Background: an optimization exercise with open tools, aiming at small area. Do not read the settings as production practice.
Where RTL was checked, it was by simulation tests only, not by an equivalence proof against the original.
The RTL of runs 1 and 2 was laid out without a check of its function.
Power is estimated from default activity; no workload was simulated.

$ cat design/flow/config.mk
export PLATFORM = sky130hd
export DESIGN_NAME = ftservo_codec
export DESIGN_NICKNAME = ftservo_codec
export VERILOG_FILES = /design/flow/design.v
export SDC_FILE = /design/flow/constraint.sdc
export NUM_CORES = 4
export LEC_CHECK = 0
export ABC_AREA = 1
export CAP_MARGIN = 20
export CORE_AREA = 5 5 125 125
export DIE_AREA = 0 0 130 130
export SLEW_MARGIN = 20
$ cat design/flow/constraint.sdc
create_clock -name core_clock -period 10.0 [get_ports {clk}]
set_input_delay 2.0000 -clock core_clock [delete_from_list [all_inputs] [get_ports {clk}]]
set_output_delay 2.0000 -clock core_clock [all_outputs]
set_load 0.01 [all_outputs]
$ cat design/flow/design.v
module ftservo_tx_framer (
    input  wire       clk,
    input  wire       rst,
    input  wire       tx_start,
    input  wire [7:0] tx_id,
    input  wire [7:0] tx_instr,
    input  wire [7:0] tx_k,
    output wire       tx_busy,
    input  wire       tx_pvalid,
    input  wire [7:0] tx_pdata,
    output wire       tx_pready,
    output reg        tx_ovalid,
    output reg  [7:0] tx_odata,
    input  wire       tx_oready,
    output wire       tx_done,
    output wire       tx_err
);
    localparam [3:0] S_IDLE  = 4'b0000,
                     S_DONE  = 4'b0010,
                     S_DERR  = 4'b0011,
                     S_HDR0  = 4'b1000,
                     S_HDR1  = 4'b1001,
                     S_ID    = 4'b1010,
                     S_LEN   = 4'b1011,
                     S_INSTR = 4'b1100,
                     S_PARAM = 4'b1101,
                     S_CSUM  = 4'b1110;
    reg [3:0] st;
    reg [7:0] acc;       
    reg [7:0] instr_q;
    reg [7:0] rem;       
    assign tx_busy   = st[3];
    assign tx_done   = ~st[3] & st[1];
    assign tx_err    = st[0];
    assign tx_pready = (st == S_PARAM) & tx_oready;
    always @(*) begin
        tx_ovalid = st[3];
        case (st)
            S_ID:    tx_odata = acc;
            S_LEN:   tx_odata = {rem[7:1] + 7'd1, rem[0]};
            S_INSTR: tx_odata = instr_q;
            S_PARAM: begin tx_ovalid = tx_pvalid; tx_odata = tx_pdata; end
            S_CSUM:  tx_odata = ~acc;
            default: tx_odata = 8'hFF;
        endcase
    end
    wire fire = tx_ovalid & tx_oready;
    wire take = ~st[3] & tx_start;
    wire too_long = tx_k > 8'd244;
    always @(posedge clk) begin
        if (take) begin
            acc     <= tx_id;
            instr_q <= tx_instr;
            rem     <= tx_k;
        end else if (fire) begin
            if (st == S_LEN || st == S_INSTR || st == S_PARAM)
                acc <= acc + tx_odata;
            if (st == S_PARAM)
                rem <= rem - 8'd1;
        end
    end
    always @(posedge clk) begin
        if (rst) begin
            st <= S_IDLE;
        end else if (~st[3]) begin
            if (tx_start)
                st <= too_long ? S_DERR : S_HDR0;
            else
                st <= S_IDLE;
        end else if (fire) begin
            case (st)
                S_HDR0:  st <= S_HDR1;
                S_HDR1:  st <= S_ID;
                S_ID:    st <= S_LEN;
                S_LEN:   st <= S_INSTR;
                S_INSTR: st <= (rem == 8'd0) ? S_CSUM : S_PARAM;
                S_PARAM: st <= (rem == 8'd1) ? S_CSUM : S_PARAM;
                default: st <= S_DONE;
            endcase
        end
    end
endmodule
module ftservo_rx_receiver (
    input  wire       clk,
    input  wire       rst,
    input  wire       rx_start,
    input  wire [7:0] rx_xid,
    input  wire       rx_any,
    input  wire       rx_bvalid,
    input  wire [7:0] rx_bdata,
    input  wire       rx_timeout,
    input  wire       rx_rderr,
    output wire       rx_active,
    output reg        rx_pvalid,
    output reg  [7:0] rx_pdata,
    output wire       rx_done,
    output wire [3:0] rx_result,
    output wire [7:0] rx_pkt_id,
    output wire [7:0] rx_pkt_err,
    output wire [7:0] rx_pkt_count
);
    localparam [3:0] SC_IDLE  = 4'b0000,
                     SC_OK    = 4'b0100,
                     SC_FAIL  = 4'b0101,
                     SC_TOUT  = 4'b0110,
                     SC_CORR  = 4'b0111,
                     SC_EMPTY = 4'b1000,    
                     SC_FF1   = 4'b1001,    
                     SC_FF2   = 4'b1010,    
                     SC_ID    = 4'b1011,    
                     SC_ERR   = 4'b1100,    
                     SC_BODY  = 4'b1101;    
    reg [3:0] sc;
    reg [7:0] x_q;       
    reg       any_q;
    reg [7:0] err_q;
    reg [7:0] cnt_q;     
    reg [7:0] rem;       
    reg [7:0] sum;       
    assign rx_active    = sc[3];
    assign rx_done      = ~sc[3] & sc[2];
    assign rx_result    = {1'b0, sc[1] | sc[0], sc[1], sc[1] & sc[0]};
    assign rx_pkt_id    = x_q;
    assign rx_pkt_err   = err_q;
    assign rx_pkt_count = cnt_q;
    wire       is_ff   = (rx_bdata == 8'hFF);
    wire       id_ok   = any_q | (rx_bdata == x_q);
    wire       len_bad = (rx_bdata < 8'd2) | (rx_bdata > 8'd246);
    wire [7:0] sum_b   = sum + rx_bdata;
    wire [7:0] k_b     = rx_bdata - 8'd2;
    wire       take    = ~sc[3] & rx_start;
    wire       byte_in = sc[3] & rx_bvalid & ~rx_timeout & ~rx_rderr;
    always @(posedge clk)
        rx_pdata <= rx_bdata;
    always @(posedge clk) begin
        if (take) begin
            x_q   <= rx_xid;
            any_q <= rx_any;
        end else if (byte_in && sc == SC_FF2 && id_ok) begin
            x_q   <= rx_bdata;
        end
    end
    always @(posedge clk) begin
        if (byte_in) begin
            if (sc == SC_ID) begin
                cnt_q <= k_b;
                rem   <= k_b;
            end else if (sc == SC_BODY) begin
                rem   <= rem - 8'd1;
            end
            if (sc == SC_ERR)
                err_q <= rx_bdata;
            if (sc == SC_EMPTY || sc == SC_FF1 || (sc == SC_FF2 && !id_ok))
                sum <= 8'h00;
            else
                sum <= sum_b;
        end
    end
    always @(posedge clk) begin
        if (rst) begin
            sc        <= SC_IDLE;
            rx_pvalid <= 1'b0;
        end else begin
            rx_pvalid <= byte_in && sc == SC_BODY && rem != 8'd0;
            if (!sc[3]) begin
                sc <= rx_start ? SC_EMPTY : SC_IDLE;
            end else if (rx_timeout) begin
                sc <= SC_TOUT;
            end else if (rx_rderr) begin
                sc <= SC_FAIL;
            end else if (rx_bvalid) begin
                case (sc)
                    SC_EMPTY: sc <= is_ff ? SC_FF1 : SC_EMPTY;
                    SC_FF1:   sc <= is_ff ? SC_FF2 : SC_EMPTY;
                    SC_FF2:   sc <= id_ok ? SC_ID : (is_ff ? SC_FF2 : SC_EMPTY);
                    SC_ID:    sc <= len_bad ? SC_CORR : SC_ERR;
                    SC_ERR:   sc <= SC_BODY;
                    default:  if (rem == 8'd0) sc <= (sum_b == 8'hFF) ? SC_OK : SC_CORR;
                endcase
            end
        end
    end
endmodule
module ftservo_word_unit (
    input  wire        clk,
    input  wire        rst,
    input  wire        w_valid,
    input  wire [2:0]  w_op,
    input  wire [7:0]  w_a,
    input  wire [7:0]  w_b,
    input  wire [7:0]  w_c,
    input  wire [31:0] w_opa,
    output reg         w_done,
    output reg  [31:0] w_result
);
    wire        e = w_c[0];
    wire [3:0]  s = w_b[3:0];
    wire [15:0] v16 = w_opa[15:0];
    wire [15:0] sbit = 16'd1 << s;
    wire to_host = (w_op == 3'd3);
    wire to_dev  = (w_op == 3'd4);
    wire sign_op = to_host | to_dev;
    wire neg_d   = to_dev & w_opa[31];
    wire neg     = (to_host & v16[s]) | neg_d;
    wire [31:0] y = {w_opa[31:16] & {16{to_dev}}, v16 & ~(sbit & {16{to_host}})};
    reg [31:0] flip;
    integer i;
    always @(*) begin
        flip[0] = 1'b0;
        for (i = 1; i < 32; i = i + 1)
            flip[i] = flip[i-1] | (neg & y[i-1]);
    end
    wire [31:0] sgn = (y ^ flip) | {16'h0000, sbit & {16{neg_d}}};
    reg [15:0] byt;
    always @(*) begin
        case (w_op)
            3'd0: byt = e ? {w_a, w_b} : {w_b, w_a};
            3'd1: byt = {8'h00, e ? v16[15:8] : v16[7:0]};
            3'd2: byt = {8'h00, e ? v16[7:0] : v16[15:8]};
            default: byt = 16'h0000;
        endcase
    end
    wire [31:0] result_d = sign_op ? sgn : {16'h0000, byt};
    always @(posedge clk) begin
        if (rst)
            w_done <= 1'b0;
        else
            w_done <= w_valid;
        w_result <= result_d;
    end
endmodule
module ftservo_codec (
    input  wire        clk,
    input  wire        rst,
    input  wire        tx_start,
    input  wire [7:0]  tx_id,
    input  wire [7:0]  tx_instr,
    input  wire [7:0]  tx_k,
    output wire        tx_busy,
    input  wire        tx_pvalid,
    input  wire [7:0]  tx_pdata,
    output wire        tx_pready,
    output wire        tx_ovalid,
    output wire [7:0]  tx_odata,
    input  wire        tx_oready,
    output wire        tx_done,
    output wire        tx_err,
    input  wire        rx_start,
    input  wire [7:0]  rx_xid,
    input  wire        rx_any,
    input  wire        rx_bvalid,
    input  wire [7:0]  rx_bdata,
    input  wire        rx_timeout,
    input  wire        rx_rderr,
    output wire        rx_active,
    output wire        rx_pvalid,
    output wire [7:0]  rx_pdata,
    output wire        rx_done,
    output wire [3:0]  rx_result,
    output wire [7:0]  rx_pkt_id,
    output wire [7:0]  rx_pkt_err,
    output wire [7:0]  rx_pkt_count,
    input  wire        w_valid,
    input  wire [2:0]  w_op,
    input  wire [7:0]  w_a,
    input  wire [7:0]  w_b,
    input  wire [7:0]  w_c,
    input  wire [31:0] w_opa,
    output wire        w_done,
    output wire [31:0] w_result
);
    ftservo_tx_framer u_tx (
        .clk(clk), .rst(rst),
        .tx_start(tx_start), .tx_id(tx_id), .tx_instr(tx_instr), .tx_k(tx_k),
        .tx_busy(tx_busy),
        .tx_pvalid(tx_pvalid), .tx_pdata(tx_pdata), .tx_pready(tx_pready),
        .tx_ovalid(tx_ovalid), .tx_odata(tx_odata), .tx_oready(tx_oready),
        .tx_done(tx_done), .tx_err(tx_err)
    );
    ftservo_rx_receiver u_rx (
        .clk(clk), .rst(rst),
        .rx_start(rx_start), .rx_xid(rx_xid), .rx_any(rx_any),
        .rx_bvalid(rx_bvalid), .rx_bdata(rx_bdata),
        .rx_timeout(rx_timeout), .rx_rderr(rx_rderr),
        .rx_active(rx_active), .rx_pvalid(rx_pvalid), .rx_pdata(rx_pdata),
        .rx_done(rx_done), .rx_result(rx_result),
        .rx_pkt_id(rx_pkt_id), .rx_pkt_err(rx_pkt_err), .rx_pkt_count(rx_pkt_count)
    );
    ftservo_word_unit u_word (
        .clk(clk), .rst(rst),
        .w_valid(w_valid), .w_op(w_op), .w_a(w_a), .w_b(w_b), .w_c(w_c), .w_opa(w_opa),
        .w_done(w_done), .w_result(w_result)
    );
endmodule
$ cat design/flow/flow/run.sh
#!/bin/bash
# Own layout flow: the standard layout (standard.sh), with the port
# buffers made from the smallest buffer cell and the clock tree built from
# small clock buffers without dummy loads. Each tool's full output is kept
# in this folder (ORFS's own per-step logs are under orfs/logs).
set -euo pipefail
export BUFFER_PORTS_ARGS="-buffer_cell sky130_fd_sc_hd__buf_1"
export CTS_ARGS="-sink_clustering_enable -repair_clock_nets -dont_use_dummy_load -root_buf sky130_fd_sc_hd__clkbuf_8 -buf_list sky130_fd_sc_hd__clkbuf_4"
bash standard.sh > standard_make.log 2>&1
$ cat design/flow/standard.sh
#!/bin/bash
# synth_recipe.tcl (not shown) runs the flow's synth.tcl, then flattens the netlist and writes it again
# the make line also repeats each setting of config.mk as NAME=value (left out here)
make -C /OpenROAD-flow-scripts/flow DESIGN_CONFIG=/design/flow/config.mk WORK_HOME=/design/flow/orfs CLKGATE_MAP_FILE= SYNTH_SCRIPT=/design/flow/synth_recipe.tcl "${@:-finish}"
==> reports/metrics.yaml, run 1 <==
synth_fp_nets: 1067
synth_edf_count: 65
fin_tns_setup_ps: 0
drive_gt1_frac: 0.0519
io_buffer_count: 194
numCtsBuffers: 17
critPathBufInv: 3
worstSetupPathType: "flop to primary output"
setup_viol: 0
vias: 6918
finalCriticalPeriod_ps: 5010
avgSynthCellArea_sq_um: 7.72
endpoint_kind: "primary output"
dr.pass1.iters: 5
cp_data_required_time_ps: 8000
critPathMaxStageDelay_ps: 680
synth-seq-cells: 115
initial_core_util: 0.511
htree_levels: 4
clock_sinks: 115
outcome: "timing/DRC/antenna clean"
slew_viol_final: 0
power_density_nw_per_um2: 121
holdBufCountCts: 0
cpLargestDelayFamily: "simple AND/OR/NAND/NOR gates"
die_w_um: 130
peakVddDrop_uv: 62.6
cts_tree: "done"
setup_slack_ps: 4990
arrival_ps: 3010
placed_cells: 1280
crit_chain: "inv_1 > nor2_1 > inv_1 > nor2_1 > nor3_1 > o21ai_1 > nand3_1 > buf_1"
ant_nets: 0
leakage_nw: 3.28
final.period_utilization: 0.501
min_path_type: "flop to flop"
ioPinCount: 203
clockBufferDepth: 2
cts_resized: 0
vias_per_cell: 5.33
wire_per_inst_um: 15.1
synthDistinctLibCells: 53
grt_first_pass_wirelength_um: 31100
netlist_area_sq_um: 7150
synthCells: 926
grt_overflow: 0
grt_pass1_vias: 6527
post_dp_cell_area_sq_um: 8030
antenna_found_initial: 0
async_flop_share: 0
clock.fmax_mhz: 200
syn_to_final_growth_pct: 14.2
hold_slack_ps: 519
cap_viol_max_count: 0
finClkSkew_ps: 29.3
hpwl_um: 15200
root_buffer: "clkbuf_8"
grt_max_degree: 50
worst_pin_slew_ps: 1110
ys_warn_count: 3
instances_no_fill: 1297
cp-start-kind: "flop"
place_congestion: 0.905
hold_viol: 0
yosysSeqAreaShare: 0.413
drc_errors: 0
routed_wl_um: 19600
worstSkewPairLatency_ps: 400
slew_headroom: 0.252
placementRows: 43
antenna-diode-count: 0
dr.first_iter.drc_count: 529
clk_pin_slew_ps: 100
dieArea_sq_um: 16900
layout_commonest_cell: "buf_1"
cp_slowest_cell: "nor2_1"
layout.nets: 1260
cp_max_fo: 11
fill_cells: 1393
postCtsSetupBuffers: 0
pre_cts_slack_ps: 4570
final_area_sq_um: 8170
rsz0062_at_grt: "no"
grt_util_all_layers: 0.234
layout_common_cells: "194 x buf_1, 185 x nand2_1, 121 x inv_1"
die_h_um: 130
synthFlopType: "edfxtp_1"
coreArea_sq_um: 14000
## area by class of cell
cell class	instances	area, sq um	share of cell area
multi-input cells	657	3610	0.442
flip-flops and latches	115	2950	0.362
repair buffers	198	758	0.0928
inverters	130	489	0.0599
well taps	180	225	0.0276
clock buffers	17	134	0.0164
## worst min-delay path, cell delays in order (launching register included)
cell	delay [ps]
dfxtp_1	350
nand2_1	70
a21oi_1	60
## kinds of logic after synthesis
logic type	Yosys count	share of synthesized area
other cells	1	0.000524
compound gates	204	0.169
mux	3	0.00420
simple gates	389	0.242
flops	115	0.413
xor+xnor	37	0.0453
buf+inv	154	0.0834
fa+ha+maj	23	0.0423
## registers in the layout (all words and copies together) (netlist names)
name,count
u_rx.rx_pdata,8
u_word.w_result,32
u_rx.rem,8
u_rx.err_q,8
u_rx.any_q,1
u_rx.x_q,8
u_rx.sc,4
u_tx.instr_q,8
u_tx.rem,8
u_tx.st,4
u_word.w_done,1
u_rx.cnt_q,8
u_rx.rx_pvalid,1
u_tx.acc,8
u_rx.sum,8
## metal layers
layer,GRT usage,share of wire
met1,0.306,0.43
met2,0.382,0.48
met3,0.0536,0.073
met4,0.0819,0.018
met5,0,0
## synth_stat cells (all sizes together) (6+ instances only)
| cell type | count | area [sq um] |
|---|---|---|
| o21ai | 95 | 475 |
| a21oi | 44 | 220 |
| a31oi | 9 | 56.3 |
| nand4 | 16 | 146 |
| a221oi | 8 | 70.1 |
| nor3 | 25 | 136 |
| o2111ai | 9 | 78.8 |
| o21bai | 7 | 56.3 |
| nand3 | 45 | 235 |
| clkinv | 6 | 23.8 |
| ha | 21 | 263 |
| xor2 | 18 | 158 |
| dfxtp | 50 | 1000 |
| edfxtp | 65 | 1950 |
| clkbuf | 16 | 60.1 |
| inv | 124 | 465 |
| xnor2 | 19 | 166 |
| buf | 8 | 47.5 |
| or2 | 7 | 43.8 |
| a22o | 9 | 78.8 |
| nor2 | 99 | 402 |
| nand2 | 191 | 732 |
## final timing paths
| path | startpoint | cells past startpoint | slack (ps) | end |
|---|---|---|---|---|
| setup / recovery | u_tx.st[0]$_SDFFE_PP0P_ | 8 | 4990 | tx_odata[1] |
| hold / removal | u_rx.sc[2]$_SDFFE_PP0P_ | 2 | 520 | u_rx.sc[2]$_SDFFE_PP0P_ |
| setup reg to reg | u_tx.st[0]$_SDFFE_PP0P_ | 19 | 5850 | u_tx.acc[7]$_DFFE_PP_ |
| hold reg to reg | u_rx.sc[2]$_SDFFE_PP0P_ | 2 | 520 | u_rx.sc[2]$_SDFFE_PP0P_ |
## power by group
part / total, mW / leakage, nW / switching (mW) / internal, mW
clock: 0.234 / 0.0808 / 0.151 / 0.0833
sequential: 0.549 / 1.02 / 0.0158 / 0.533
combinational: 0.209 / 2.19 / 0.136 / 0.0731
## through the flow
step           power [mW]   util
5_1_grt              1.05  0.584
3_3_place_gp        0.767  0.574
3_5_place_dp        0.767  0.574
6_report            0.992  0.584
2_1_floorplan       0.694      -
4_1_cts              1.00  0.583
==> run 2: changes to the inputs <==
--- a/design/flow/config.mk
+++ b/design/flow/config.mk
@@ -7,6 +7,6 @@
 export LEC_CHECK = 0
 export ABC_AREA = 1
 export CAP_MARGIN = 20
-export CORE_AREA = 5 5 125 125
-export DIE_AREA = 0 0 130 130
+export CORE_AREA = 5 5 115 115
+export DIE_AREA = 0 0 120 120
 export SLEW_MARGIN = 20
==> run 2 against run 1 <==
Against the previous run:
- sequential cell count is the same
- first-iteration DRC count grew 23%
- still clean on timing, DRC and antenna
- synthesized cell count is the same
- sequential share of layout area grew 0.22 points
- utilization grew 9.5 points
- critical path depth grew 14
- clock power is essentially flat
- final area shrank 0.60%
- register-to-register slack gained 120 ps
==> reports/metrics.yaml, run 2 <==
outcome: "timing/DRC/antenna clean"
intPower_mw: 0.689  # about the same
clockBufferDepth: 2  # unchanged
pwr-share-comb: 0.210  # about the same
grt_overflow: 0  # unchanged
hold_end: "u_rx.sc[2]$_SDFFE_PP0P_"
synthDistinctLibCells: 53  # unchanged
drc_errors: 0  # unchanged
antenna_found_initial: 1  # +1
antenna-diode-count: 0  # unchanged
synthFlopType: "edfxtp_1"
yosysSeqAreaShare: 0.413  # unchanged
rr_worst_depth: 19  # unchanged
yosys.area.top_type: "edfxtp_1"
top_register: "u_word.w_result"
yosys-top-cells-count: "185 x nand2_1, 121 x inv_1, 92 x o21ai_0"
clock_sinks: 115  # unchanged
finClkSkew_ps: 23.1  # -6.13 ps
synth_fp_nets: 1067  # unchanged
final_util: 0.679  # +0.0949
endpoint_kind: "flop"
coreArea_sq_um: 12000  # -14%
synth.area.top_cells: "edfxtp_1 27%, dfxtp_1 14%, nand2_1 9.7%"
htree_levels: 4  # unchanged
peakVddDrop_uv: 76.4  # +22%
hold_start: "u_rx.sc[2]$_SDFFE_PP0P_"
final_area_sq_um: 8120  # -0.60%
setup_viol: 0  # unchanged
arrival_ps: 5370  # +2360 ps
grt_util_all_layers: 0.263  # +0.0291
ioPinCount: 203  # unchanged
largest_register_ffs: 32  # unchanged
synth_edf_count: 65  # unchanged
wire_per_inst_um: 15.1  # -0.50%
initial_core_util: 0.598  # +0.0866
grt_max_degree: 50  # unchanged
worstSkewPairLatency_ps: 410  # about the same
ant_nets: 0  # unchanged
grt_first_pass_wirelength_um: 30200  # -3.0%
finalPower_mw: 0.989  # -0.34%
dieArea_sq_um: 14400  # -15%
switching_share: 0.303  # -0.00183
async_flop_share: 0  # unchanged
min_path_cells: 2  # unchanged
slew_headroom: 0.268  # +0.0161
synthCells: 926  # unchanged
place_congestion: 0.958  # +5.9%
syn_to_final_growth_pct: 13.5
netlist_area_sq_um: 7150  # unchanged
worst_pin_slew_ps: 1090  # -23.9 ps
cts_resized: 0  # unchanged
final.period_utilization: 0.508  # +0.00739
postCtsSetupBuffers: 0  # unchanged
vias: 6972  # +0.78%
layout_common_cells: "194 x buf_1, 185 x nand2_1, 121 x inv_1"
clkPwrFrac: 0.234  # -0.002
fill_cells: 1071  # -23%
r2r_end: "u_tx.acc[7]$_DFFE_PP_"
leakage_nw: 3.28  # -0.16%
numCtsBuffers: 17  # unchanged
rsz0062_at_grt: "no"
clock.fmax_mhz: 197  # -1.5%
routed_wl_um: 19000  # -3.1%
cp-start-kind: "input pin"
avgSynthCellArea_sq_um: 7.72  # unchanged
holdBufCountCts: 0  # unchanged
slew_viol_final: 0  # unchanged
die_h_um: 120  # -7.7%
io_buffer_count: 194  # unchanged
synth.most_common_cell: "nand2_1"
layout_commonest_cell: "buf_1"
root_buffer: "clkbuf_8"
hold_viol: 0  # unchanged
clk_pin_slew_ps: 80  # -20 ps
synth-seq-cells: 115  # unchanged
die_w_um: 120  # -7.7%
cts_tree: "done"
layout.nets: 1259  # -0.079%
post_dp_cell_area_sq_um: 7980  # -0.61%
grt_pass1_vias: 6460  # -1.0%
dr.pass1.iters: 5  # unchanged
hpwl_um: 14600  # -4.0%
p_sw_mw: 0.299  # -0.94%
vias_per_cell: 5.52  # +3.5%
power_frac_seq: 0.556  # +0.002
finalCriticalPeriod_ps: 5080  # +73.9 ps
timing.rr.start: "u_tx.st[3]$_SDFF_PP0_"
fin_tns_setup_ps: 0  # unchanged
cp_data_required_time_ps: 10290  # +2290 ps
power_density_nw_per_um2: 122  # +0.26%
worstSetupPathType: "input pin to flop"
reg2reg_slack_ps: 5970  # +120 ps
min_path_type: "flop to flop"
ys_warn_count: 3  # unchanged
cap_viol_max_count: 0  # unchanged
dr.first_iter.drc_count: 650  # +23%
cp_max_fo: 12  # +1
synth.top_cell.area_share: 0.273  # unchanged
placementRows: 40  # -7.0%
drive_gt1_frac: 0.0511  # -0.000850
run 2: cell counts after synthesis:
No cell type changed its count.
run 2: critical path, cell delays in order:
cell and delay (ps):
buf_1 190, nand2_1 70, nor2_1 590, nand3_1 150, nand2_1 140, nand3_2 130, nor2_4 140, nand4_2 100
nor2_2 170, nand4_2 120, nor2_2 180, nand4_2 120, nor2_2 160, nand4_2 140, nor2_4 170, nand4_4 120
nor3_4 190, nand4_2 130, nand2_2 130, nand3_1 80, nand2_1 70, nand2_1 60
run 2: final cells by class:
cell class | count | area [sq um] | share of cell area
tap | 147 | 184 | 0.0227
sequential | 115 | 2950 | 0.364
inverter | 130 | 489 | 0.0603
clock buffer | 17 | 134 | 0.0165
multi-input combinational | 657 | 3610 | 0.444
timing repair buffer | 197 | 751 | 0.0925
run 2: cells by family after synthesis:
family                     Yosys count  share of synthesized area
xor gates and xnor gates            37                     0.0453
other                                1                   0.000524
muxes                                3                    0.00420
adders and majority gates           23                     0.0423
and+or+nand+nor                    389                      0.242
AOI/OAI and AO/OA                  204                      0.169
buffers and inverters              154                     0.0834
DFF                                115                      0.413
run 2: how the worst max path moves through the flow:
| stage | start | endpoint | slack, ps | cells past startpoint |
|---|---|---|---|---|
| 6_report | w_op[0] | u_word.w_result[30]$_SDFF_PP0_ | 4920 | 22 |
| 5_1_grt | w_op[0] | u_word.w_result[30]$_SDFF_PP0_ | 4600 | 22 |
| 4_1_cts | w_op[0] | u_word.w_result[30]$_SDFF_PP0_ | 4980 | 22 |
| 3_5_place_dp | w_op[0] | u_word.w_result[30]$_SDFF_PP0_ | 4550 | 22 |
| 3_3_place_gp | w_op[0] | u_word.w_result[29]$_SDFF_PP0_ | 4670 | 21 |
| 2_1_floorplan | tx_pdata[1] | tx_odata[1] | 5480 | 4 |
run 2: routing by layer:
metal | GRT usage | vias up | share of wire | routed length, um
met5 | 0 | - | 0.00068 | 13
met4 | 0.0938 | 2 | 0.022 | 425
met3 | 0.0735 | 36 | 0.076 | 1450
met2 | 0.436 | 278 | 0.49 | 9260
met1 | 0.327 | 3151 | 0.41 | 7880
li1 | - | 3505 | - | -
run 2: metrics by stage:
step | setup WS [ps] | hold WS [ps] | cells
floorplan | 5480 | 470 | 926
global placement | 4670 | 496 | 1246
detailed placement | 4550 | 497 | 1246
CTS | 4980 | 510 | 1263
global route | 4600 | 534 | 1263
finish | 4920 | 512 | 1263
run 2: power groups by stage:
stage	Sequential [mW]	Clock (mW)	Combinational, mW
after floorplan	0.565	0	0.129
after CTS	0.549	0.239	0.207
after global placement	0.560	0	0.204
after detailed placement	0.560	0	0.205
after global routing	0.553	0.259	0.235
final	0.549	0.232	0.207
==> run 3: changes to the inputs <==
--- a/design/flow/design.v
+++ b/design/flow/design.v
@@ -193,34 +193,32 @@
     output reg         w_done,
     output reg  [31:0] w_result
 );
+    localparam [2:0] OP_MAKE      = 3'd0,
+                     OP_LOBYTE    = 3'd1,
+                     OP_HIBYTE    = 3'd2,
+                     OP_TO_HOST   = 3'd3,
+                     OP_TO_DEVICE = 3'd4;
     wire        e = w_c[0];
     wire [3:0]  s = w_b[3:0];
     wire [15:0] v16 = w_opa[15:0];
     wire [15:0] sbit = 16'd1 << s;
-    wire to_host = (w_op == 3'd3);
-    wire to_dev  = (w_op == 3'd4);
-    wire sign_op = to_host | to_dev;
+    wire to_host = (w_op == OP_TO_HOST);
+    wire to_dev  = (w_op == OP_TO_DEVICE);
+    wire neg_h   = to_host & v16[s];
     wire neg_d   = to_dev & w_opa[31];
-    wire neg     = (to_host & v16[s]) | neg_d;
-    wire [31:0] y = {w_opa[31:16] & {16{to_dev}}, v16 & ~(sbit & {16{to_host}})};
-    reg [31:0] flip;
-    integer i;
-    always @(*) begin
-        flip[0] = 1'b0;
-        for (i = 1; i < 32; i = i + 1)
-            flip[i] = flip[i-1] | (neg & y[i-1]);
-    end
-    wire [31:0] sgn = (y ^ flip) | {16'h0000, sbit & {16{neg_d}}};
-    reg [15:0] byt;
+    wire neg     = neg_h | neg_d;
+    reg [31:0] x;
     always @(*) begin
         case (w_op)
-            3'd0: byt = e ? {w_a, w_b} : {w_b, w_a};
-            3'd1: byt = {8'h00, e ? v16[15:8] : v16[7:0]};
-            3'd2: byt = {8'h00, e ? v16[7:0] : v16[15:8]};
-            default: byt = 16'h0000;
+            OP_MAKE:      x = e ? {16'h0000, w_a, w_b} : {16'h0000, w_b, w_a};
+            OP_LOBYTE:    x = e ? {24'h000000, v16[15:8]} : {24'h000000, v16[7:0]};
+            OP_HIBYTE:    x = e ? {24'h000000, v16[7:0]} : {24'h000000, v16[15:8]};
+            OP_TO_HOST:   x = {16'h0000, v16 & ~sbit};
+            OP_TO_DEVICE: x = w_opa;
+            default:      x = 32'h00000000;
         endcase
     end
-    wire [31:0] result_d = sign_op ? sgn : {16'h0000, byt};
+    wire [31:0] result_d = ((x ^ {32{neg}}) + {31'd0, neg}) | {16'h0000, neg_d ? sbit : 16'h0000};
     always @(posedge clk) begin
         if (rst)
             w_done <= 1'b0;
==> design/flow/run.sh (new file) <==
#!/bin/bash
# synth_recipe.tcl (not shown) runs the flow's synth.tcl, then flattens the netlist and writes it again
# the make line also repeats each setting of config.mk as NAME=value (left out here)
make -C /OpenROAD-flow-scripts/flow DESIGN_CONFIG=/design/flow/config.mk WORK_HOME=/design/flow/orfs CLKGATE_MAP_FILE= SYNTH_SCRIPT=/design/flow/synth_recipe.tcl finish
==> design/flow/config.mk (replaced) <==
export PLATFORM = sky130hd
export DESIGN_NAME = ftservo_codec
export DESIGN_NICKNAME = ftservo_codec
export VERILOG_FILES = /design/flow/design.v
export SDC_FILE = /design/flow/constraint.sdc
export NUM_CORES = 4
export LEC_CHECK = 0
export CAP_MARGIN = 20
export CORE_AREA = 10 10 170 170
export DIE_AREA = 0 0 180 180
export SLEW_MARGIN = 20
removed: design/flow/flow/run.sh
removed: design/flow/standard.sh
==> run 3 against run 2 <==
Against the previous run:
- worst setup slack lost 1000 ps
- maximum frequency shrank 16%
- worst hold slack gained 62 ps
- critical path type unchanged
- largest cell class unchanged
- largest power group is now clock
==> reports/metrics.yaml, run 3 <==
grt_util_all_layers: 0.153  # -0.110
setup_viol: 0  # unchanged
yosys-top-cells-count: "94 x nand2_1, 67 x nor2_1, 65 x edfxtp_1"
synthDistinctLibCells: 90  # +70%
setup_slack_ps: 3920  # -999 ps
cp_data_required_time_ps: 10320  # +30 ps
post_dp_cell_area_sq_um: 10300  # +29%
endpoint_kind: "flop"
synth.area.top_cells: "edfxtp_1 24%, dfxtp_1 12%, xnor2_1 6.8%"
largest_register_ffs: 32  # unchanged
finalPower_mw: 1.51  # +53%
arrival_ps: 6400  # +1030 ps
grt_overflow: 0  # unchanged
drc_errors: 0  # unchanged
timing.rr.start: "u_tx.st[1]$_SDFFE_PP0P_"
leakage_nw: 3.94  # +20%
io_buffer_count: 194  # unchanged
grt_pass1_vias: 7182  # +11%
grt_max_degree: 44  # -12%
synth_edf_count: 65  # unchanged
final_area_sq_um: 10900  # +34%
fill_cells: 2421  # +130%
clockBufferDepth: 2  # unchanged
worstSkewPairLatency_ps: 410  # about the same
die_h_um: 180  # +50%
hold_end: "u_rx.rx_pvalid$_SDFF_PP0_"
placementRows: 58  # +45%
ioPinCount: 203  # unchanged
final.period_utilization: 0.608  # +0.0999
postCtsSetupBuffers: 0  # unchanged
peakVddDrop_uv: 94.1  # +23%
min_path_type: "flop to flop"
netlist_area_sq_um: 8130  # +14%
finClkSkew_ps: 8.34  # -14.8 ps
grt_first_pass_wirelength_um: 40900  # +36%
vias: 7362  # +5.6%
placed_cells: 1374  # +10%
ant_nets: 0  # unchanged
hpwl_um: 19400  # +33%
hold_viol: 0  # unchanged
numCtsBuffers: 17  # unchanged
place_congestion: 0.886  # -7.6%
drive_gt1_frac: 0.0743  # +0.0233
root_buffer: "clkbuf_16"
vias_per_cell: 5.24  # -5.1%
worst_pin_slew_ps: 1070  # -16.2 ps
synth-seq-cells: 115  # unchanged
synthFlopType: "edfxtp_1"
final_util: 0.431  # -0.247
antenna-diode-count: 0  # unchanged
rr_worst_depth: 15  # -4
clock.fmax_mhz: 164  # -16%
worstSetupPathType: "input pin to flop"
ys_warn_count: 3  # unchanged
wire_per_inst_um: 18.1  # +20%
cts_tree: "done"
clk_pin_slew_ps: 60  # -20 ps
cap_viol_max_count: 0  # unchanged
pre_cts_slack_ps: 3420  # -1120 ps
avgSynthCellArea_sq_um: 8.97  # +16%
routed_wl_um: 25500  # +34%
async_flop_share: 0  # unchanged
synth_fp_nets: 1051  # -1.5%
synthCells: 907  # -2.1%
initial_core_util: 0.323  # -0.275
clock_sinks: 115  # unchanged
holdBufCountCts: 0  # unchanged
layout.nets: 1207  # -4.1%
cp-start-kind: "input pin"
layout_commonest_cell: "clkdlybuf4s50_1"
top_register: "u_word.w_result"
synth.most_common_cell: "nand2_1"
min_path_cells: 2  # unchanged
outcome: "timing/DRC/antenna clean"
slew_viol_final: 0  # unchanged
power_density_nw_per_um2: 139  # +14%
layout_common_cells: "194 x clkdlybuf4s50_1, 94 x nand2_1, 66 x nor2_1"
dieArea_sq_um: 32400  # +130%
yosys.area.top_type: "edfxtp_1"
antenna_found_initial: 0  # -1
cp_max_fo: 22  # +10
cts_resized: 0  # unchanged
r2r_end: "u_tx.acc[7]$_DFFE_PP_"
slew_headroom: 0.282  # +0.0142
fin_tns_setup_ps: 0  # unchanged
hold_slack_ps: 574  # +61.7 ps
rsz0062_at_grt: "no"
reg2reg_slack_ps: 6370  # +400 ps
instances_no_fill: 1406  # +11%
coreArea_sq_um: 25200  # +110%
syn_to_final_growth_pct: 33.5
yosysSeqAreaShare: 0.363  # -0.0498
dr.pass1.iters: 5  # unchanged
htree_levels: 4  # unchanged
dr.first_iter.drc_count: 542  # -17%
synth.top_cell.area_share: 0.240  # -0.0329
hold_start: "u_rx.sc[0]$_SDFFE_PP0P_"
die_w_um: 180  # +50%
finalCriticalPeriod_ps: 6080  # +999 ps
==> run 3: cell count changes after synthesis, sizes merged, moves of 12 or more <==
cell    before  now
o21ai       95   59
a21oi       44   56
inv        124   27
nand2b       0   12
buf          8   24
xnor2       19   63
mux2         0   16
nand2      191   96
nand3       45   17
nor2b        0   14
clkbuf      16   38
nor2        99   67
mux2i        3   38
==> run 3: logic make-up after synthesis <==
family,count (synthesis),share of synthesized area
multiplexers,56,0.0749
AO/OA/AOI/OAI,229,0.186
XOR/XNOR,81,0.0872
AND/OR/NAND/NOR,309,0.200
adder cells (fa/ha/maj),26,0.0418
buffers and inverters,90,0.0469
other,1,0.000461
flip-flops,115,0.363
==> run 3: power by group <==
group	internal (mW)	total (mW)	leakage [nW]	switching, mW
Combinational	0.163	0.329	2.63	0.165
Clock	0.374	0.624	0.289	0.250
Sequential	0.538	0.559	1.02	0.0209
==> run 3: metal layers <==
layer	up-vias	GRT usage	wire length (um)
met2	199	0.256	12300
met4	0	0.0400	313
met3	16	0.0382	1400
met5	-	0	0
li1	3657	-	-
met1	3490	0.191	11400
==> run 3: cell type report <==
type                    count  area (sq um)  share of cell area
clock inverters            15           173              0.0159
multi-input cells         702          4810               0.443
repair buffers            199          1980               0.182
well taps                 330           413              0.0380
clock buffers              17           425              0.0392
inverters                  28           108             0.00991
flip-flops and latches    115          2950               0.272
==> run 3: worst max-delay path, cell delays in order <==
cell             delay (ps)
clkdlybuf4s50_1        1180
or4b_1                  270
nand2_2                 130
a222oi_1                910
nand4_1                 240
mux2i_1                 420
o2111ai_2               400
o31ai_1                 420
a221oi_1                140
o32ai_1                 280
==> run 3: worst max path at each step <==
stage / start / to / slack [ps] / cells past startpoint
CTS: w_b[0] / u_word.w_result[31]$_DFF_P_ / 3870 / 13
global route: w_op[1] / u_word.w_result[31]$_DFF_P_ / 3540 / 14
floorplan: w_op[1] / u_word.w_result[29]$_DFF_P_ / 4040 / 17
global placement: w_b[0] / u_word.w_result[31]$_DFF_P_ / 3390 / 13
finish: w_c[0] / u_word.w_result[18]$_DFF_P_ / 3920 / 10
detailed placement: w_b[0] / u_word.w_result[31]$_DFF_P_ / 3420 / 13
==> run 4: changes to the inputs <==
--- a/design/flow/design.v
+++ b/design/flow/design.v
@@ -28,7 +28,7 @@
     reg [3:0] st;
     reg [7:0] acc;       
     reg [7:0] instr_q;
-    reg [7:0] rem;       
+    reg [7:0] cnt;       
     assign tx_busy   = st[3];
     assign tx_done   = ~st[3] & st[1];
     assign tx_err    = st[0];
@@ -37,7 +37,7 @@
         tx_ovalid = st[3];
         case (st)
             S_ID:    tx_odata = acc;
-            S_LEN:   tx_odata = {rem[7:1] + 7'd1, rem[0]};
+            S_LEN:   tx_odata = cnt;
             S_INSTR: tx_odata = instr_q;
             S_PARAM: begin tx_ovalid = tx_pvalid; tx_odata = tx_pdata; end
             S_CSUM:  tx_odata = ~acc;
@@ -47,16 +47,20 @@
     wire fire = tx_ovalid & tx_oready;
     wire take = ~st[3] & tx_start;
     wire too_long = tx_k > 8'd244;
+    wire       inv = (st == S_LEN);
+    wire [7:0] carry = {&cnt[6:0], &cnt[5:0], &cnt[4:0], &cnt[3:0],
+                        &cnt[2:0], &cnt[1:0], cnt[0], 1'b1};
+    wire [7:0] cnt_step = cnt ^ (carry | {8{inv}});
     always @(posedge clk) begin
         if (take) begin
             acc     <= tx_id;
             instr_q <= tx_instr;
-            rem     <= tx_k;
+            cnt     <= tx_k;
         end else if (fire) begin
             if (st == S_LEN || st == S_INSTR || st == S_PARAM)
                 acc <= acc + tx_odata;
-            if (st == S_PARAM)
-                rem <= rem - 8'd1;
+            if (st == S_HDR0 || st == S_HDR1 || st == S_LEN || st == S_PARAM)
+                cnt <= cnt_step;
         end
     end
     always @(posedge clk) begin
@@ -73,8 +77,8 @@
                 S_HDR1:  st <= S_ID;
                 S_ID:    st <= S_LEN;
                 S_LEN:   st <= S_INSTR;
-                S_INSTR: st <= (rem == 8'd0) ? S_CSUM : S_PARAM;
-                S_PARAM: st <= (rem == 8'd1) ? S_CSUM : S_PARAM;
+                S_INSTR: st <= (cnt == 8'd253) ? S_CSUM : S_PARAM;
+                S_PARAM: st <= (cnt == 8'd252) ? S_CSUM : S_PARAM;
                 default: st <= S_DONE;
             endcase
         end
@@ -109,7 +113,8 @@
                      SC_FF2   = 4'b1010,    
                      SC_ID    = 4'b1011,    
                      SC_ERR   = 4'b1100,    
-                     SC_BODY  = 4'b1101;    
+                     SC_BODY1 = 4'b1101,    
+                     SC_BODY  = 4'b1110;    
     reg [3:0] sc;
     reg [7:0] x_q;       
     reg       any_q;
@@ -127,7 +132,9 @@
     wire       id_ok   = any_q | (rx_bdata == x_q);
     wire       len_bad = (rx_bdata < 8'd2) | (rx_bdata > 8'd246);
     wire [7:0] sum_b   = sum + rx_bdata;
-    wire [7:0] k_b     = rx_bdata - 8'd2;
+    wire [7:0] rem_dec = rem - 8'd1;
+    wire       last    = (rem == 8'd1);
+    wire       body    = (sc == SC_BODY1) | (sc == SC_BODY);
     wire       take    = ~sc[3] & rx_start;
     wire       byte_in = sc[3] & rx_bvalid & ~rx_timeout & ~rx_rderr;
     always @(posedge clk)
@@ -142,12 +149,12 @@
     end
     always @(posedge clk) begin
         if (byte_in) begin
-            if (sc == SC_ID) begin
-                cnt_q <= k_b;
-                rem   <= k_b;
-            end else if (sc == SC_BODY) begin
-                rem   <= rem - 8'd1;
-            end
+            if (sc == SC_ID)
+                rem <= rx_bdata;
+            else if (sc == SC_ERR || body)
+                rem <= rem_dec;
+            if (sc == SC_BODY1)
+                cnt_q <= rem_dec;
             if (sc == SC_ERR)
                 err_q <= rx_bdata;
             if (sc == SC_EMPTY || sc == SC_FF1 || (sc == SC_FF2 && !id_ok))
@@ -161,7 +168,7 @@
             sc        <= SC_IDLE;
             rx_pvalid <= 1'b0;
         end else begin
-            rx_pvalid <= byte_in && sc == SC_BODY && rem != 8'd0;
+            rx_pvalid <= byte_in && body && !last;
             if (!sc[3]) begin
                 sc <= rx_start ? SC_EMPTY : SC_IDLE;
             end else if (rx_timeout) begin
@@ -174,8 +181,8 @@
                     SC_FF1:   sc <= is_ff ? SC_FF2 : SC_EMPTY;
                     SC_FF2:   sc <= id_ok ? SC_ID : (is_ff ? SC_FF2 : SC_EMPTY);
                     SC_ID:    sc <= len_bad ? SC_CORR : SC_ERR;
-                    SC_ERR:   sc <= SC_BODY;
-                    default:  if (rem == 8'd0) sc <= (sum_b == 8'hFF) ? SC_OK : SC_CORR;
+                    SC_ERR:   sc <= SC_BODY1;
+                    default:  sc <= !last ? SC_BODY : (sum_b == 8'hFF) ? SC_OK : SC_CORR;
                 endcase
             end
         end
@@ -193,32 +200,32 @@
     output reg         w_done,
     output reg  [31:0] w_result
 );
-    localparam [2:0] OP_MAKE      = 3'd0,
-                     OP_LOBYTE    = 3'd1,
-                     OP_HIBYTE    = 3'd2,
-                     OP_TO_HOST   = 3'd3,
-                     OP_TO_DEVICE = 3'd4;
     wire        e = w_c[0];
     wire [3:0]  s = w_b[3:0];
     wire [15:0] v16 = w_opa[15:0];
     wire [15:0] sbit = 16'd1 << s;
-    wire to_host = (w_op == OP_TO_HOST);
-    wire to_dev  = (w_op == OP_TO_DEVICE);
-    wire neg_h   = to_host & v16[s];
+    wire op_make = (w_op == 3'd0);
+    wire op_lo   = (w_op == 3'd1);
+    wire op_hi   = (w_op == 3'd2);
+    wire to_host = (w_op == 3'd3);
+    wire to_dev  = (w_op == 3'd4);
+    wire sign_op = to_host | to_dev;
     wire neg_d   = to_dev & w_opa[31];
-    wire neg     = neg_h | neg_d;
-    reg [31:0] x;
+    wire neg     = (to_host & |(v16 & sbit)) | neg_d;
+    wire [31:0] y = {w_opa[31:16] & {16{to_dev}}, v16 & {16{sign_op}} & ~(sbit & {16{to_host}})};
+    reg [31:0] flip;
+    integer i;
     always @(*) begin
-        case (w_op)
-            OP_MAKE:      x = e ? {16'h0000, w_a, w_b} : {16'h0000, w_b, w_a};
-            OP_LOBYTE:    x = e ? {24'h000000, v16[15:8]} : {24'h000000, v16[7:0]};
-            OP_HIBYTE:    x = e ? {24'h000000, v16[7:0]} : {24'h000000, v16[15:8]};
-            OP_TO_HOST:   x = {16'h0000, v16 & ~sbit};
-            OP_TO_DEVICE: x = w_opa;
-            default:      x = 32'h00000000;
-        endcase
-    end
-    wire [31:0] result_d = ((x ^ {32{neg}}) + {31'd0, neg}) | {16'h0000, neg_d ? sbit : 16'h0000};
+        flip[0] = 1'b0;
+        for (i = 1; i < 32; i = i + 1)
+            flip[i] = flip[i-1] | (neg & y[i-1]);
+    end
+    wire sel_lo = (op_lo & ~e) | (op_hi & e);
+    wire sel_hi = (op_lo & e) | (op_hi & ~e);
+    wire [7:0] byte0 = ({8{op_make & ~e}} & w_a) | ({8{op_make & e}} & w_b)
+                     | ({8{sel_lo}} & v16[7:0]) | ({8{sel_hi}} & v16[15:8]);
+    wire [7:0] byte1 = ({8{op_make & ~e}} & w_b) | ({8{op_make & e}} & w_a);
+    wire [31:0] result_d = (y ^ flip) | {16'h0000, sbit & {16{neg_d}}} | {16'h0000, byte1, byte0};
     always @(posedge clk) begin
         if (rst)
             w_done <= 1'b0;
==> design/flow/flow/run.sh (new file) <==
#!/bin/bash
# Own layout flow: the standard layout (standard.sh) with three changes:
#  - synthesis maps the logic with an area-oriented ABC script
#    (flow/abc_area.script, used through ABC_AREA=1 from a copy of the
#    ORFS scripts folder; everything else in synthesis is unchanged);
#  - the port buffers are the smallest buffer cell;
#  - the clock tree is built from small clock buffers without dummy loads.
# Each step's full output is kept in this folder (ORFS's own per-step logs
# are under orfs/logs).
set -euo pipefail
rm -rf synth_scripts
cp -r "$FLOW_HOME/scripts" synth_scripts
cp flow/abc_area.script synth_scripts/abc_area.script
SCRIPTS_DIR="$PWD/synth_scripts" bash standard.sh synth > synth_make.log 2>&1
export BUFFER_PORTS_ARGS="-buffer_cell sky130_fd_sc_hd__buf_1"
export CTS_ARGS="-sink_clustering_enable -repair_clock_nets -dont_use_dummy_load -root_buf sky130_fd_sc_hd__clkbuf_8 -buf_list sky130_fd_sc_hd__clkbuf_4"
export RECOVER_POWER="${RECOVER_POWER:-0}"
bash standard.sh > layout_make.log 2>&1
==> design/flow/flow/abc_area.script (new file) <==
strash
&get -n
&st
&dch
&nf -R 1000
&put
topo
stime -c
==> design/flow/standard.sh (new file) <==
#!/bin/bash
# synth_recipe.tcl (not shown) runs the flow's synth.tcl, then flattens the netlist and writes it again
# the make line also repeats each setting of config.mk as NAME=value (left out here)
make -C /OpenROAD-flow-scripts/flow DESIGN_CONFIG=/design/flow/config.mk WORK_HOME=/design/flow/orfs CLKGATE_MAP_FILE= SYNTH_SCRIPT=/design/flow/synth_recipe.tcl "${@:-finish}"
--- a/design/flow/config.mk
+++ b/design/flow/config.mk
@@ -5,7 +5,8 @@
 export SDC_FILE = /design/flow/constraint.sdc
 export NUM_CORES = 4
 export LEC_CHECK = 0
+export ABC_AREA = 1
 export CAP_MARGIN = 20
-export CORE_AREA = 10 10 170 170
-export DIE_AREA = 0 0 180 180
+export CORE_AREA = 5 5 125 125
+export DIE_AREA = 0 0 130 130
 export SLEW_MARGIN = 20
removed: design/flow/run.sh
==> run 4 against run 3 <==
Against the previous run:
- critical path type unchanged
- die area shrank 48%
- sequential power grew 1%
- worst hold slack lost 38 ps
- final area shrank 32%
- first-iteration DRC count grew 7.6%
- non-clock buffer count grew 4
- final cell count shrank 25%
- via count shrank 19%
- total power shrank 33%
- routed wire length shrank 30%
- clock power shrank 63%
- clock skew grew 28 ps
==> reports/metrics.yaml, run 4 <==
synth_fp_nets: 796  # -24%
worstSkewPairLatency_ps: 430  # +20 ps
timing.rr.start: "u_tx.st[3]$_SDFF_PP0_"
initial_core_util: 0.445  # +0.122
clock.fmax_mhz: 118  # -28%
die_h_um: 130  # -28%
critPathBufInv: 2  # +1
coreArea_sq_um: 14000  # -44%
io_buffer_count: 194  # unchanged
grt_first_pass_wirelength_um: 27500  # -33%
cap_viol_max_count: 0  # unchanged
fin_tns_setup_ps: 0  # unchanged
antenna_found_initial: 1  # +1
pwr-share-comb: 0.219  # +0.002
numCtsBuffers: 17  # unchanged
leakage_nw: 2.56  # -35%
routed-wl-met2_um: 8450  # -32%
peakVddDrop_uv: 61.9  # -34%
place_congestion: 0.921  # +4.0%
ioPinCount: 203  # unchanged
cts_resized: 0  # unchanged
synthCells: 660  # -27%
cp_data_required_time_ps: 10290  # -30 ps
vias: 5945  # -19%
power_density_nw_per_um2: 138  # -0.85%
dr_wl_met3_um: 1400  # +0.43%
outcome: "timing/DRC/antenna clean"
arrival_ps: 8750  # +2350 ps
synth.area.top_cells: "edfxtp_1 31%, dfxtp_1 16%, nand2_1 6.6%"
worst_pin_slew_ps: 973  # -101 ps
vias_per_cell: 5.62  # +7.3%
highest_layer: "met5"
finalPower_mw: 1.02  # -33%
placementRows: 43  # -26%
layout_common_cells: "194 x buf_1, 109 x nand2_1, 66 x nor2_1"
synthDistinctLibCells: 47  # -48%
worst-path-stages: 33  # +23
cpLargestDelayFamily: "compound AO/OA/AOI/OAI gates"
avgSynthCellArea_sq_um: 9.43  # +5.2%
clock_sinks: 115  # unchanged
root_buffer: "clkbuf_8"
clockBufferDepth: 2  # unchanged
critPathMaxStageDelay_ps: 580  # -600 ps
worstSetupPathType: "input pin to flop"
p_sw_mw: 0.307  # -29%
largest_register_ffs: 32  # unchanged
endpoint: "u_word.w_result[31]$_DFF_P_"
cp-startpoint: "w_op[2]"
postCtsSetupBuffers: 0  # unchanged
finalCriticalPeriod_ps: 8450  # +2370 ps
reg2reg_slack_ps: 6420  # +50 ps
yosysSeqAreaShare: 0.474  # +0.111
grt_max_degree: 25  # -43%
cts_tree: "done"
fill_cells: 1359  # -44%
routed_wl_um: 17700  # -30%
clk_pin_slew_ps: 80  # +20 ps
clkPwrFrac: 0.226  # -0.187
instances_no_fill: 1058  # -25%
synth-seq-cells: 115  # unchanged
power_frac_seq: 0.555  # +0.185
layout_commonest_cell: "buf_1"
hpwl_um: 13300  # -31%
drc_errors: 0  # unchanged
yosys.area.top_type: "edfxtp_1"
syn_to_final_growth_pct: 18.6
holdBufCountCts: 0  # unchanged
yosys-top-cells-count: "109 x nand2_1, 66 x nor2_1, 65 x edfxtp_1"
layout.nets: 1016  # -16%
finClkSkew_ps: 36.4  # +28.1 ps
ys_warn_count: 3  # unchanged
grt_overflow: 0  # unchanged
slew_viol_final: 0  # unchanged
grt_pass1_vias: 5581  # -22%
drive_gt1_frac: 0.0342  # -0.0402
top_register: "u_word.w_result"
endpoint_kind: "flop"
synthFlopType: "edfxtp_1"
min_path_type: "flop to flop"
intPower_mw: 0.712  # -34%
synth.most_common_cell: "nand2_1"
dr.pass1.iters: 8  # +3
grt_util_all_layers: 0.207  # +0.0538
r2r_end: "u_tx.acc[7]$_DFFE_PP_"
switching_share: 0.301  # +0.0132
setup_viol: 0  # unchanged
die_w_um: 130  # -28%
htree_levels: 4  # unchanged
slew_headroom: 0.351  # +0.0691
rr_worst_depth: 13  # -2
crit_path_frequent_cell: "o21ai_0"
netlist_area_sq_um: 6230  # -23%
placed_cells: 1041  # -24%
dr.first_iter.drc_count: 583  # +7.6%
wl_met1_um: 7580  # -34%
cp_max_fo: 22  # unchanged
dieArea_sq_um: 16900  # -48%
rsz0062_at_grt: "no"
final_area_sq_um: 7380  # -32%
hold_viol: 0  # unchanged
cp_slowest_cell: "or2_0"
final.period_utilization: 0.845  # +0.237
cp-start-kind: "input pin"
wire_per_inst_um: 16.8  # -7.4%
antenna-diode-count: 0  # unchanged
synth.top_cell.area_share: 0.314  # +0.0735
post_dp_cell_area_sq_um: 7250  # -29%
async_flop_share: 0  # unchanged
ant_nets: 0  # unchanged
synth_edf_count: 65  # unchanged
min_path_cells: 2  # unchanged
final_util: 0.528  # +0.0966
==> run 4: cell types whose count changed after synthesis, moves of 15 or more <==
| cell | before | now |
|---|---|---|
| xnor2_1 | 63 | 31 |
| clkbuf_1 | 38 | 0 |
| nand2_1 | 94 | 109 |
| mux2i_1 | 38 | 0 |
| o21ai_0 | 56 | 32 |
| inv_1 | 26 | 0 |
| clkinv_1 | 1 | 17 |
==> run 4: cell type report <==
cell class	instances	area, sq um	share of cell area
Clock buffer	17	134	0.0181
Inverter	17	63.8	0.00864
Multi-Input combinational cell	526	3210	0.435
Sequential cell	115	2950	0.400
Tap cell	180	225	0.0305
Timing Repair Buffer	203	793	0.107
==> run 4: metal layers <==
metal  vias up  GRT usage
li1       2899          -
met1      2749      0.268
met2       271      0.341
met3        24     0.0458
met4         2     0.0764
met5         -          0
==> run 4: worst min path at each step <==
| stage | slack (ps) | to | startpoint |
|---|---|---|---|
| after global routing | 560 | u_tx.st[2]$_SDFFE_PP0P_ | u_tx.st[2]$_SDFFE_PP0P_ |
| after CTS | 530 | u_tx.st[2]$_SDFFE_PP0P_ | u_tx.st[2]$_SDFFE_PP0P_ |
| final | 540 | u_tx.st[2]$_SDFFE_PP0P_ | u_tx.st[2]$_SDFFE_PP0P_ |
| after floorplan | 480 | u_tx.st[2]$_SDFFE_PP0P_ | u_tx.st[2]$_SDFFE_PP0P_ |
| after global placement | 500 | u_tx.st[2]$_SDFFE_PP0P_ | u_tx.st[2]$_SDFFE_PP0P_ |
| after detailed placement | 520 | u_tx.st[2]$_SDFFE_PP0P_ | u_tx.st[2]$_SDFFE_PP0P_ |
==> run 4: through the flow <==
step                hold WS (ps)  setup WS [ps]
floorplan                    476           2290
global placement             502           1320
detailed placement           519           1220
CTS                          532           1670
global route                 559            948
finish                       536           1550
==> run 4: kinds of logic after synthesis <==
| logic type | share of synthesized area |
|---|---|
| AO/OA/AOI/OAI | 0.174 |
| other | 0.000602 |
| buffers and inverters | 0.0127 |
| flip-flops | 0.474 |
| AND/OR/NAND/NOR | 0.201 |
| adder cells (fa/ha/maj) | 0.0386 |
| multiplexers | 0.0199 |
| XOR/XNOR | 0.0788 |
==> run 4: power groups by stage <==
stage                     Clock (mW)  Sequential (mW)  Combinational [mW]
after floorplan                    0            0.582               0.130
after CTS                      0.241            0.565               0.224
after global placement             0            0.575               0.218
after detailed placement           0            0.576               0.223
final                          0.230            0.565               0.224
after global routing           0.262            0.570               0.251
==> run 4: tightest hold or removal path: cells and delay by family, from the launching register on <==
family | cells | cell delay (ps)
compound gates | 1 | 60
flops | 1 | 350
simple gates | 1 | 80
==> run 5: changes to the inputs <==
--- a/design/flow/flow/run.sh
+++ b/design/flow/flow/run.sh
@@ -14,5 +14,5 @@
 SCRIPTS_DIR="$PWD/synth_scripts" bash standard.sh synth > synth_make.log 2>&1
 export BUFFER_PORTS_ARGS="-buffer_cell sky130_fd_sc_hd__buf_1"
 export CTS_ARGS="-sink_clustering_enable -repair_clock_nets -dont_use_dummy_load -root_buf sky130_fd_sc_hd__clkbuf_8 -buf_list sky130_fd_sc_hd__clkbuf_4"
-export RECOVER_POWER="${RECOVER_POWER:-0}"
+export RECOVER_POWER="${RECOVER_POWER:-100}"
 bash standard.sh > layout_make.log 2>&1
==> run 5 against run 4 <==
Against the previous run:
- still clean on timing, DRC and antenna
- non-clock buffer count unchanged
- utilization decreased by 0.14 points
- sequential power about the same
- register-to-register slack hardly changed
- clock skew rose by 2.2 ps
- worst hold slack better by 0.65 ps
- worst setup slack lost 280 ps
- synthesized cell count unchanged
- global-route usage unchanged
- die area unchanged
- largest cell class unchanged
- highest routed layer unchanged
==> reports/metrics.yaml, run 5 <==
synth.top_cell.area_share: 0.314  # unchanged
rsz0062_at_grt: "no"
synthDistinctLibCells: 47  # unchanged
drc_errors: 0  # unchanged
async_flop_share: 0  # unchanged
grt_pass1_vias: 5581  # unchanged
regArea_sq_um: 2950  # unchanged
cap_viol_max_count: 0  # unchanged
synth_edf_count: 65  # unchanged
vias_per_cell: 5.62  # about the same
critPathMaxStageDelay_ps: 580  # about the same
numCtsBuffers: 17  # unchanged
clk_pin_slew_ps: 80  # about the same
netlist_area_sq_um: 6230  # unchanged
yosys-top-cells-count: "109 x nand2_1, 66 x nor2_1, 65 x edfxtp_1"
worst_pin_slew_ps: 1150  # +174 ps
coreArea_sq_um: 14000  # unchanged
grt_max_degree: 25  # unchanged
dr.first_iter.drc_count: 583  # unchanged
grt_first_pass_wirelength_um: 27500  # unchanged
cp_max_fo: 22  # unchanged
drive_gt1_frac: 0.0273  # -0.00683
setup_viol: 0  # unchanged
layout_common_cells: "183 x buf_1, 109 x nand2_1, 66 x nor2_1"
endpoint_kind: "flop"
layout.nets: 1016  # unchanged
initial_core_util: 0.445  # unchanged
slew_headroom: 0.233  # -0.117
die_w_um: 130  # unchanged
largest_register_ffs: 32  # unchanged
peakVddDrop_uv: 61.9  # about the same
antenna_found_initial: 1  # unchanged
vias: 5949  # +0.067%
avgSynthCellArea_sq_um: 9.43  # unchanged
ioPinCount: 203  # unchanged
hpwl_um: 13300  # unchanged
placed_cells: 1041  # unchanged
io_buffer_count: 194  # unchanged
top_register: "u_word.w_result"
cts_resized: 0  # unchanged
htree_levels: 4  # unchanged
cp_slowest_cell: "or2_0"
holdBufCountCts: 0  # unchanged
routed_wl_um: 17700  # -0.46%
placementRows: 43  # unchanged
yosysSeqAreaShare: 0.474  # unchanged
hold_slack_ps: 536  # +0.645 ps
dieArea_sq_um: 16900  # unchanged
final.period_utilization: 0.873  # +0.0279
syn_to_final_growth_pct: 18.3
fin_tns_setup_ps: 0  # unchanged
outcome: "timing/DRC/antenna clean"
layout_commonest_cell: "buf_1"
ys_warn_count: 3  # unchanged
clockBufferDepth: 2  # unchanged
synth_fp_nets: 796  # unchanged
postCtsSetupBuffers: 0  # unchanged
cp-start-kind: "input pin"
synth.area.top_cells: "edfxtp_1 31%, dfxtp_1 16%, nand2_1 6.6%"
synth.most_common_cell: "nand2_1"
leakage_nw: 2.55  # -0.66%
synth-seq-cells: 115  # unchanged
finClkSkew_ps: 38.6  # +2.16 ps
fill_cells: 1367  # +0.59%
final_util: 0.526  # -0.00143
arrival_ps: 9020  # +270 ps
die_h_um: 130  # unchanged
instances_no_fill: 1058  # unchanged
root_buffer: "clkbuf_8"
clock.fmax_mhz: 115  # -3.2%
hold_viol: 0  # unchanged
ant_nets: 0  # unchanged
clock_sinks: 115  # unchanged
dr.pass1.iters: 8  # unchanged
yosys.area.top_type: "edfxtp_1"
cp_data_required_time_ps: 10290  # about the same
power_density_nw_per_um2: 138  # about the same
worstSetupPathType: "input pin to flop"
synthCells: 660  # unchanged
wire_per_inst_um: 16.7  # -0.46%
multi_input_area_sq_um: 3210  # -0.23%
cts_tree: "done"
grt_overflow: 0  # unchanged
worstSkewPairLatency_ps: 420  # about the same
place_congestion: 0.921  # unchanged
finalCriticalPeriod_ps: 8730  # +279 ps
grt_util_all_layers: 0.207  # unchanged
slew_viol_final: 0  # unchanged
antenna-diode-count: 0  # unchanged
synthFlopType: "edfxtp_1"
crit_path_frequent_cell: "o21ai_0"
min_path_type: "flop to flop"
==> run 5: cell types whose count changed in the layout (fill, tap and decap cells not counted), sizes merged <==
| cell | delta |
|---|---|
| buf | -15 |
| clkbuf | +15 |
==> run 5: cell type report <==
class | instances | area share
timing repair buffer | 203 | 0.106
inverter | 17 | 0.00867
sequential | 115 | 0.401
multi-input combinational | 526 | 0.436
tap | 180 | 0.0306
clock buffer | 17 | 0.0182
==> run 5: final timing paths <==
check                                             start                     endpoint  slack [ps]  depth (start not counted)
worst min-delay path            u_tx.st[2]$_SDFFE_PP0P_      u_tx.st[2]$_SDFFE_PP0P_         540                          2
worst max-delay path                            w_op[2]  u_word.w_result[31]$_DFF_P_        1270                         33
worst max register to register    u_tx.st[3]$_SDFF_PP0_        u_tx.acc[7]$_DFFE_PP_        6410                         13
worst min register to register  u_tx.st[2]$_SDFFE_PP0P_      u_tx.st[2]$_SDFFE_PP0P_         540                          2
==> run 5: power breakdown <==
group / internal (mW) / leakage (nW) / switching [mW]
Sequential: 0.542 / 1.02 / 0.0234
Combinational: 0.0864 / 1.45 / 0.136
Clock: 0.0832 / 0.0808 / 0.146
Total: 0.711 / 2.55 / 0.306
==> run 5: worst max-delay path: cells and delay by family <==
family,cells,cell delay (ps)
AO/OA/AOI/OAI,16,3500
XOR/XNOR,1,160
buffers and inverters,2,360
AND/OR/NAND/NOR,14,3000
==> run 5: kinds of logic (layout without fill, tap and decap cells) <==
kind of cell,count (synthesis),in the layout,synth area share
xor gates and xnor gates,56,56,0.0788
and+or+nand+nor,273,273,0.201
DFF,115,115,0.474
AOI/OAI and AO/OA,167,167,0.174
buffers and inverters,19,237,0.0127
adders and majority gates,18,18,0.0386
other,1,1,0.000602
muxes,11,11,0.0199
==> run 5: per-stage QoR <==
stage	instance area, sq um	total power [mW]	worst slack [ps]
CTS	7380	1.03	1670
global placement	7240	0.793	1320
global route	7360	1.08	652
detailed placement	7250	0.799	1220
floorplan	6230	0.712	2290
finish	7360	1.02	1270
==> run 5: layer usage <==
metal | GRT usage | vias up | part of all wire
met2 | 0.341 | 263 | 0.47
met1 | 0.268 | 2756 | 0.43
met3 | 0.0458 | 26 | 0.078
li1 | - | 2902 | -
met5 | 0 | - | 0.00096
met4 | 0.0764 | 2 | 0.017

-- afterwards: timing with drivers on the ports --
No port has a modelled driver above. Below, the same layouts with a new extraction and two added sets of constraints. Step 1 (the two cells are an assumption about what drives the block):
set clk [get_ports {clk}]
set_driving_cell -lib_cell sky130_fd_sc_hd__clkbuf_16 $clk
set_driving_cell -lib_cell sky130_fd_sc_hd__buf_2 [delete_from_list [all_inputs] $clk]
Step 2 also shifts input and output timing later by t, the mid clock arrival at the registers, as if the neighbouring blocks saw the same clock. a / b / c = no drivers / after step 1 / after step 2; a / b = the first two.
run	t (ns)	slack for setup (ns)	worst register clock-pin slew, ns	worst slew at a driven data input, ns
run 1	0.425	4.993 / 4.954 / 4.595	0.11 / 0.11	0.06
run 2	0.434	4.919 / 4.933 / 4.499	0.10 / 0.10	0.07
run 3	0.457	3.920 / 3.941 / 3.484	0.07 / 0.07	0.08
run 4	0.440	1.548 / 1.565 / 1.125	0.12 / 0.12	0.07
run 5	0.436	1.269 / 1.284 / 0.847	0.12 / 0.12	0.07
After both steps every run listed still meets setup and hold. For run 3, which loses most, drivers alone change the setup slack by +0.021 ns; drivers and shift together by -0.436 ns.
